Source: an optimization exercise on an open RTL-to-GDS flow (aim: small area, a short achievable clock period and few clock cycles per item). Production flows keep margins and buffers that such runs may drop.
The RTL was checked by simulation tests, not by an equivalence proof against the original design.

## sha256_hash_engine
module sha256_hash_engine (
    input  wire         clk,
    input  wire         rst_n,       
    input  wire         start,
    input  wire         in_valid,
    output wire         in_ready,
    input  wire [7:0]   in_byte,
    input  wire         in_last,
    input  wire         in_empty,
    output reg          dig_valid,
    output wire [255:0] dig
);
    reg         busy;        
    reg         fin;         
    reg         fin_last;    
    reg         rdy;         
    reg         last_in;     
    reg         af;          
    reg         a80;         
    reg         p80;         
    reg         final_blk;   
    reg [1:0]   acn;         
    reg [31:0]  acc;         
    reg [4:0]   wc;          
    reg [6:0]   pq;          
    reg         hv;          
    reg [31:0]  hkw;
    reg [31:0]  kq;          
    reg [15:0]  msg_len;
    reg [511:0] win;         
    reg [31:0]  H0, H1, H2, H3, H4, H5, H6, H7;
    reg [31:0]  a, b, c, d, e, f, g, h;
    assign in_ready = rdy;
    assign dig = {H0, H1, H2, H3, H4, H5, H6, H7};
    localparam [2047:0] K_TAB = {
        32'hc67178f2, 32'hbef9a3f7, 32'ha4506ceb, 32'h90befffa,
        32'h8cc70208, 32'h84c87814, 32'h78a5636f, 32'h748f82ee,
        32'h682e6ff3, 32'h5b9cca4f, 32'h4ed8aa4a, 32'h391c0cb3,
        32'h34b0bcb5, 32'h2748774c, 32'h1e376c08, 32'h19a4c116,
        32'h106aa070, 32'hf40e3585, 32'hd6990624, 32'hd192e819,
        32'hc76c51a3, 32'hc24b8b70, 32'ha81a664b, 32'ha2bfe8a1,
        32'h92722c85, 32'h81c2c92e, 32'h766a0abb, 32'h650a7354,
        32'h53380d13, 32'h4d2c6dfc, 32'h2e1b2138, 32'h27b70a85,
  ...
Size in the first run: roughly 5,900 cells after synthesis, roughly 1,200 flip-flops, about 61,000 µm² of cells after synthesis.
make LEC_CHECK=0 CAP_MARGIN=20 CORE_MARGIN=2 CORE_UTILIZATION=40 CTS_BUF_LIST=sky130_fd_sc_hd__clkbuf_8 CTS_CLUSTER_SIZE=30 SETUP_SLACK_MARGIN=5 SLEW_MARGIN=20 finish   # period 10.0 ns
run.sh (not shown) runs the stock make flow with config.mk's settings and CLKGATE_MAP_FILE= SYNTH_SCRIPT=/design/flow/synth_recipe.tcl, a recipe that flattens the netlist after the stock synthesis.
The first run produced a clean layout.
Testbench counts at the start, summed over its fixed seeds: cycles 33,520, bytes 14,064.
Next try:
- CTS_BUF_LIST: sky130_fd_sc_hd__clkbuf_8 -> default
- CTS_CLUSTER_SIZE: 30 -> default
- TNS_END_PERCENT: default -> 0
After rerunning: Synthesized area is unchanged. Clock skew fell by 0.028 ns. Flip-flop and latch count is unchanged. Via count went down slightly. Setup slack is worse by 0.053 ns.
Next try:
- TNS_END_PERCENT: 0 -> default
=> Sequential cell count does not change; synthesized area is unchanged; worst setup slack gains 0.056 ns.

========
Setup of build 89:
Another version of the RTL of sha256_hash_engine (not shown whole).
Size in the first run: roughly 5100 cells after synthesis, about 1100 flip-flops, ~60000 um^2 of cells after synthesis.
// sha256_hash_engine
module sha256_hash_engine (
    input  wire         clk,
    input  wire         rst_n,       
    input  wire         start,
    input  wire         in_valid,
    output wire         in_ready,
    input  wire [7:0]   in_byte,
    input  wire         in_last,
    input  wire         in_empty,
    output reg          dig_valid,
    output wire [255:0] dig
);
Settings: LEC_CHECK=0, CAP_MARGIN=20, CORE_MARGIN=2, CORE_UTILIZATION=40, SETUP_SLACK_MARGIN=5, SLEW_MARGIN=20; clock period 10.0 ns.
Build 89: done, clean on timing, DRC and antenna
Testbench counts of build 89, summed over its fixed seeds: cycles 33,574, bytes 14,064.
> inputs changed (build 89 -> build 83)
==> flow/flow/run.sh (new file) <==
#!/bin/bash
set -euo pipefail
bash standard.sh SETUP_SLACK_MARGIN=6.0 finish > make_finish.log 2>&1
==> flow/standard.sh (new file) <==
#!/bin/bash
# synth_recipe.tcl (not shown) runs the flow's synth.tcl, then flattens the netlist and writes it again
# the make line also repeats each setting of config.mk as NAME=value (left out here)
make -C /OpenROAD-flow-scripts/flow DESIGN_CONFIG=/design/flow/config.mk WORK_HOME=/design/flow/orfs CLKGATE_MAP_FILE= SYNTH_SCRIPT=/design/flow/synth_recipe.tcl "${@:-finish}"
-- flow/config.mk --
<<< build 89, line 10
export CORE_UTILIZATION = 40
export SETUP_SLACK_MARGIN = 5
export SLEW_MARGIN = 20
>>> build 83, line 10
export CORE_UTILIZATION = 40
export SLEW_MARGIN = 20
removed: flow/run.sh
==> comparison <==
- Relative to build 89, setup slack has increased by 0.28 ns in build 83.
- | first-pass GRT wire length | build 83 vs build 89 | worse |
- Comparing cell depth of the worst setup path for build 83 and build 89, the bigger number came from build 83.
- Build 83 completed every stage of the flow, and the final layout passed the timing, DRC and antenna checks.
- Build 83 -> build 89: boundary pin count delta 0, exact match
- When build 83 is measured against build 89, its final net count turns out 268 higher.
- Against build 89 as the reference, build 83 delivers a higher total area of multi-input combinational cells.
- In build 83, number of instances resized during post-cts repair is higher than in build 89.
- Delta(area growth from synthesis to layout, build 83 - build 89) > 0
- Build 83 has fmax above what build 89 had.
For build 35, these inputs were changed with respect to build 83:
==> flow/run.sh (new file) <==
#!/bin/bash
# synth_recipe.tcl (not shown) runs the flow's synth.tcl, then flattens the netlist and writes it again
# the make line also repeats each setting of config.mk as NAME=value (left out here)
make -C /OpenROAD-flow-scripts/flow DESIGN_CONFIG=/design/flow/config.mk WORK_HOME=/design/flow/orfs CLKGATE_MAP_FILE= SYNTH_SCRIPT=/design/flow/synth_recipe.tcl finish
-- flow/config.mk --
<<< build 83, line 9
export CORE_MARGIN = 2
export CORE_UTILIZATION = 40
export SLEW_MARGIN = 20
>>> build 35, line 9
export CORE_MARGIN = 2
export CORE_UTILIZATION = 50
export SETUP_SLACK_MARGIN = 5
export SLEW_MARGIN = 20
removed: flow/flow/run.sh
removed: flow/standard.sh
### Flow results
When build 35 is measured against build 83, its area used by multi-input combinational logic turns out about 8% lower.
Going from build 83 to build 35, the maximum number of pins on one net before global-route repair was found to have gone down by 11.
Taking build 83 as the reference, in build 35 depth of the worst register-to-register path did not really move, maximum clock frequency went down.

========
Setup of run 3:
sha256_hash_engine, a different RTL version from the one above (not shown whole).
Size: ~1100 flip-flops, about 0.057 mm2 of cells after synthesis.
make LEC_CHECK=0 CAP_MARGIN=20 CORE_MARGIN=2 CORE_UTILIZATION=40 SETUP_SLACK_MARGIN=5 SLEW_MARGIN=20 finish   # period 10.0 ns
Stock flow here: none of the scripts above is used.
Run 3 reached the final stage; the timing, DRC and antenna checks on its layout passed.
Testbench counts of run 3, summed over its fixed seeds: cycles 33,936, bytes 14,064.
Modified inputs, run 2 compared to run 3
# run 3
export LEC_CHECK = 0
export CAP_MARGIN = 20
export CORE_MARGIN = 2
export CORE_UTILIZATION = 40
export SETUP_SLACK_MARGIN = 5
export SLEW_MARGIN = 20
create_clock -name core_clock -period 10.0 [get_ports {clk}]
# run 2
export LEC_CHECK = 0
export CAP_MARGIN = 20
export CORE_MARGIN = 2
export CORE_UTILIZATION = 40
export CTS_CLUSTER_DIAMETER = 60
export CTS_CLUSTER_SIZE = 24
export SETUP_SLACK_MARGIN = 5
export SLEW_MARGIN = 20
create_clock -name core_clock -period 10.0 [get_ports {clk}]
==> flow/flow/run.sh (new file) <==
#!/bin/bash
# The standard layout, except that the port buffers are buf_1 cells rather
# than the delay buffers buffer_ports picks by itself. Every input and output
# port still gets its own buffer.
set -euo pipefail
bash standard.sh "BUFFER_PORTS_ARGS=-buffer_cell sky130_fd_sc_hd__buf_1" finish > make_finish.log 2>&1
==> flow/standard.sh (new file) <==
#!/bin/bash
# synth_recipe.tcl (not shown) runs the flow's synth.tcl, then flattens the netlist and writes it again
# the make line also repeats each setting of config.mk as NAME=value (left out here)
make -C /OpenROAD-flow-scripts/flow DESIGN_CONFIG=/design/flow/config.mk WORK_HOME=/design/flow/orfs CLKGATE_MAP_FILE= SYNTH_SCRIPT=/design/flow/synth_recipe.tcl "${@:-finish}"
removed: flow/run.sh
### Flow results
- Delta (run 2 minus run 3): sequential share of layout area increased 1.6 points; final worst slack lost 0.047 ns.
- Compared with run 3, in run 2 number of global-route vias before repair now sits lower, die area held steady, number of synthesized flops with an enable pin held steady, synthesized-area fraction occupied by and/or/nand/nor cells closely matched the old numbers.
- In the final reports, the cell area of run 2 is smaller than that of run 3.

========
try-ember:
sha256_hash_engine again, from the RTL that the note above started with.
export LEC_CHECK = 0
export CAP_MARGIN = 20
export CORE_MARGIN = 2
export CORE_UTILIZATION = 40
export CTS_CLUSTER_DIAMETER = 70
export CTS_CLUSTER_SIZE = 30
export SETUP_SLACK_MARGIN = 5
export SLEW_MARGIN = 20
create_clock -name core_clock -period 10.0 [get_ports {clk}]
standard.sh (not shown) runs the stock make flow with config.mk's settings and CLKGATE_MAP_FILE= SYNTH_SCRIPT=/design/flow/synth_recipe.tcl, a recipe that flattens the netlist after the stock synthesis.
==> flow/flow/run.sh <==
#!/bin/bash
# The standard layout, except that the port buffers are buf_1 cells rather
# than the delay buffers buffer_ports picks by itself. Every input and output
# port still gets its own buffer.
set -euo pipefail
bash standard.sh "BUFFER_PORTS_ARGS=-buffer_cell sky130_fd_sc_hd__buf_1" finish > make_finish.log 2>&1
Testbench counts of try-ember, summed over its fixed seeds: cycles 33,936, bytes 14,064.
Modified inputs, try-lagoon compared to try-ember
- changing CTS_CLUSTER_SIZE from 30 to 24
- changing CTS_CLUSTER_DIAMETER from 70 to 60
==> flow/run.sh (new file) <==
#!/bin/bash
# synth_recipe.tcl (not shown) runs the flow's synth.tcl, then flattens the netlist and writes it again
# the make line also repeats each setting of config.mk as NAME=value (left out here)
make -C /OpenROAD-flow-scripts/flow DESIGN_CONFIG=/design/flow/config.mk WORK_HOME=/design/flow/orfs CLKGATE_MAP_FILE= SYNTH_SCRIPT=/design/flow/synth_recipe.tcl finish
removed: flow/flow/run.sh
removed: flow/standard.sh
[summary]
Every stage of the flow completed for try-lagoon, and the final layout passed the timing, DRC and antenna checks. Diff try-ember -> try-lagoon: final instance area went up by 2200 um2, number of gates resized after cts went up by 9, total of clock buffers placed in the layout went up by about 16%, post-route worst hold slack went up by 0.013 ns. Fraction of standard cell area in multi-input logic, try-ember and try-lagoon: higher on try-ember. Compared with try-ember, try-lagoon shows iteration-0 DRC count of the detailed router that has gone up by a few percent.
Inputs modified between try-lagoon and try-indigo:
==> flow/flow/run.sh (new file) <==
#!/bin/bash
set -euo pipefail
bash standard.sh "BUFFER_PORTS_ARGS=-buffer_cell sky130_fd_sc_hd__buf_1" SETUP_SLACK_MARGIN=5.6 finish > make_finish.log 2>&1
==> flow/standard.sh (new file) <==
#!/bin/bash
# synth_recipe.tcl (not shown) runs the flow's synth.tcl, then flattens the netlist and writes it again
# the make line also repeats each setting of config.mk as NAME=value (left out here)
make -C /OpenROAD-flow-scripts/flow DESIGN_CONFIG=/design/flow/config.mk WORK_HOME=/design/flow/orfs CLKGATE_MAP_FILE= SYNTH_SCRIPT=/design/flow/synth_recipe.tcl "${@:-finish}"
removed: flow/run.sh
### Flow results
try-lagoon ended up with edfxtp_1 as its worst-path cell with the longest stage delay; try-indigo ended up with fa_1. Against try-lagoon, post-route cell area in try-indigo rose by a few percent. Taking try-lagoon as the reference, in try-indigo routed wire length saw an increase, maximum clock rate saw an increase, count of plain and timing-repair buffers in the layout picked up an extra about 50%. Between try-lagoon and try-indigo, the count of nets left with antenna violations after detail routing does not differ in any meaningful way. Comparing try-lagoon and try-indigo, the higher first-iteration DRC count was measured on try-indigo. | count of clock buffers in the final design | try-indigo vs try-lagoon | 9 higher |. Looking at number of fillers in the final layout across try-lagoon and try-indigo, the one that comes out lower is try-indigo.

==> re-timing with driven ports <==
How much do the figures lean on ideal ports? The routed layouts below were timed once more, with nothing changed but the port constraints.
Step 1, drivers: a clkbuf_16 drives clk and a buf_2 each remaining input, both assumed.
Step 2 adds t to the input delays and takes it off the output delays; t is the mean of the earliest and latest rising clock arrival at the registers after step 1. Input paths then give back, and output paths get back, about the clock's delay inside the block.
Three values: ideal, step 1, step 2; two values: the first two.
| run | t, ns | setup slack, ns | worst hold slack (ns) | slew at the worst register clock pin (ns) |
|---|---|---|---|---|
| the first run of note 1 | 0.998 | 5.021 / 5.021 / 5.021 | 0.369 / 0.369 / 0.369 | 0.07 / 0.07 |
| the second run of note 1 | 0.849 | 4.968 / 4.968 / 4.968 | 0.378 / 0.378 / 0.378 | 0.07 / 0.07 |
| the third run of note 1 | 0.852 | 5.024 / 5.024 / 5.024 | 0.364 / 0.364 / 0.364 | 0.08 / 0.08 |
| build 89 | 0.832 | 5.144 / 5.144 / 5.144 | 0.385 / 0.385 / 0.385 | 0.07 / 0.07 |
| build 83 | 0.832 | 5.424 / 5.424 / 5.255 | 0.394 / 0.394 / 0.394 | 0.08 / 0.08 |
| build 35 | 0.802 | 5.058 / 5.058 / 5.058 | 0.388 / 0.388 / 0.388 | 0.07 / 0.07 |
| run 3 | 0.788 | 5.031 / 5.031 / 4.539 | 0.414 / 0.414 / 0.414 | 0.07 / 0.07 |
| run 2 | 0.785 | 4.984 / 4.984 / 4.905 | 0.412 / 0.412 / 0.412 | 0.09 / 0.09 |
| try-ember | 0.766 | 5.106 / 5.106 / 4.918 | 0.401 / 0.401 / 0.401 | 0.11 / 0.11 |
| try-lagoon | 0.773 | 4.999 / 4.999 / 4.333 | 0.413 / 0.413 / 0.413 | 0.09 / 0.09 |
| try-indigo | 0.823 | 5.091 / 5.091 / 5.091 | 0.414 / 0.414 / 0.414 | 0.09 / 0.09 |
After both steps every run listed still meets setup and hold. The setup slack of try-lagoon, which loses most, moves by 0.000 ns with the drivers and by -0.666 ns with both steps.
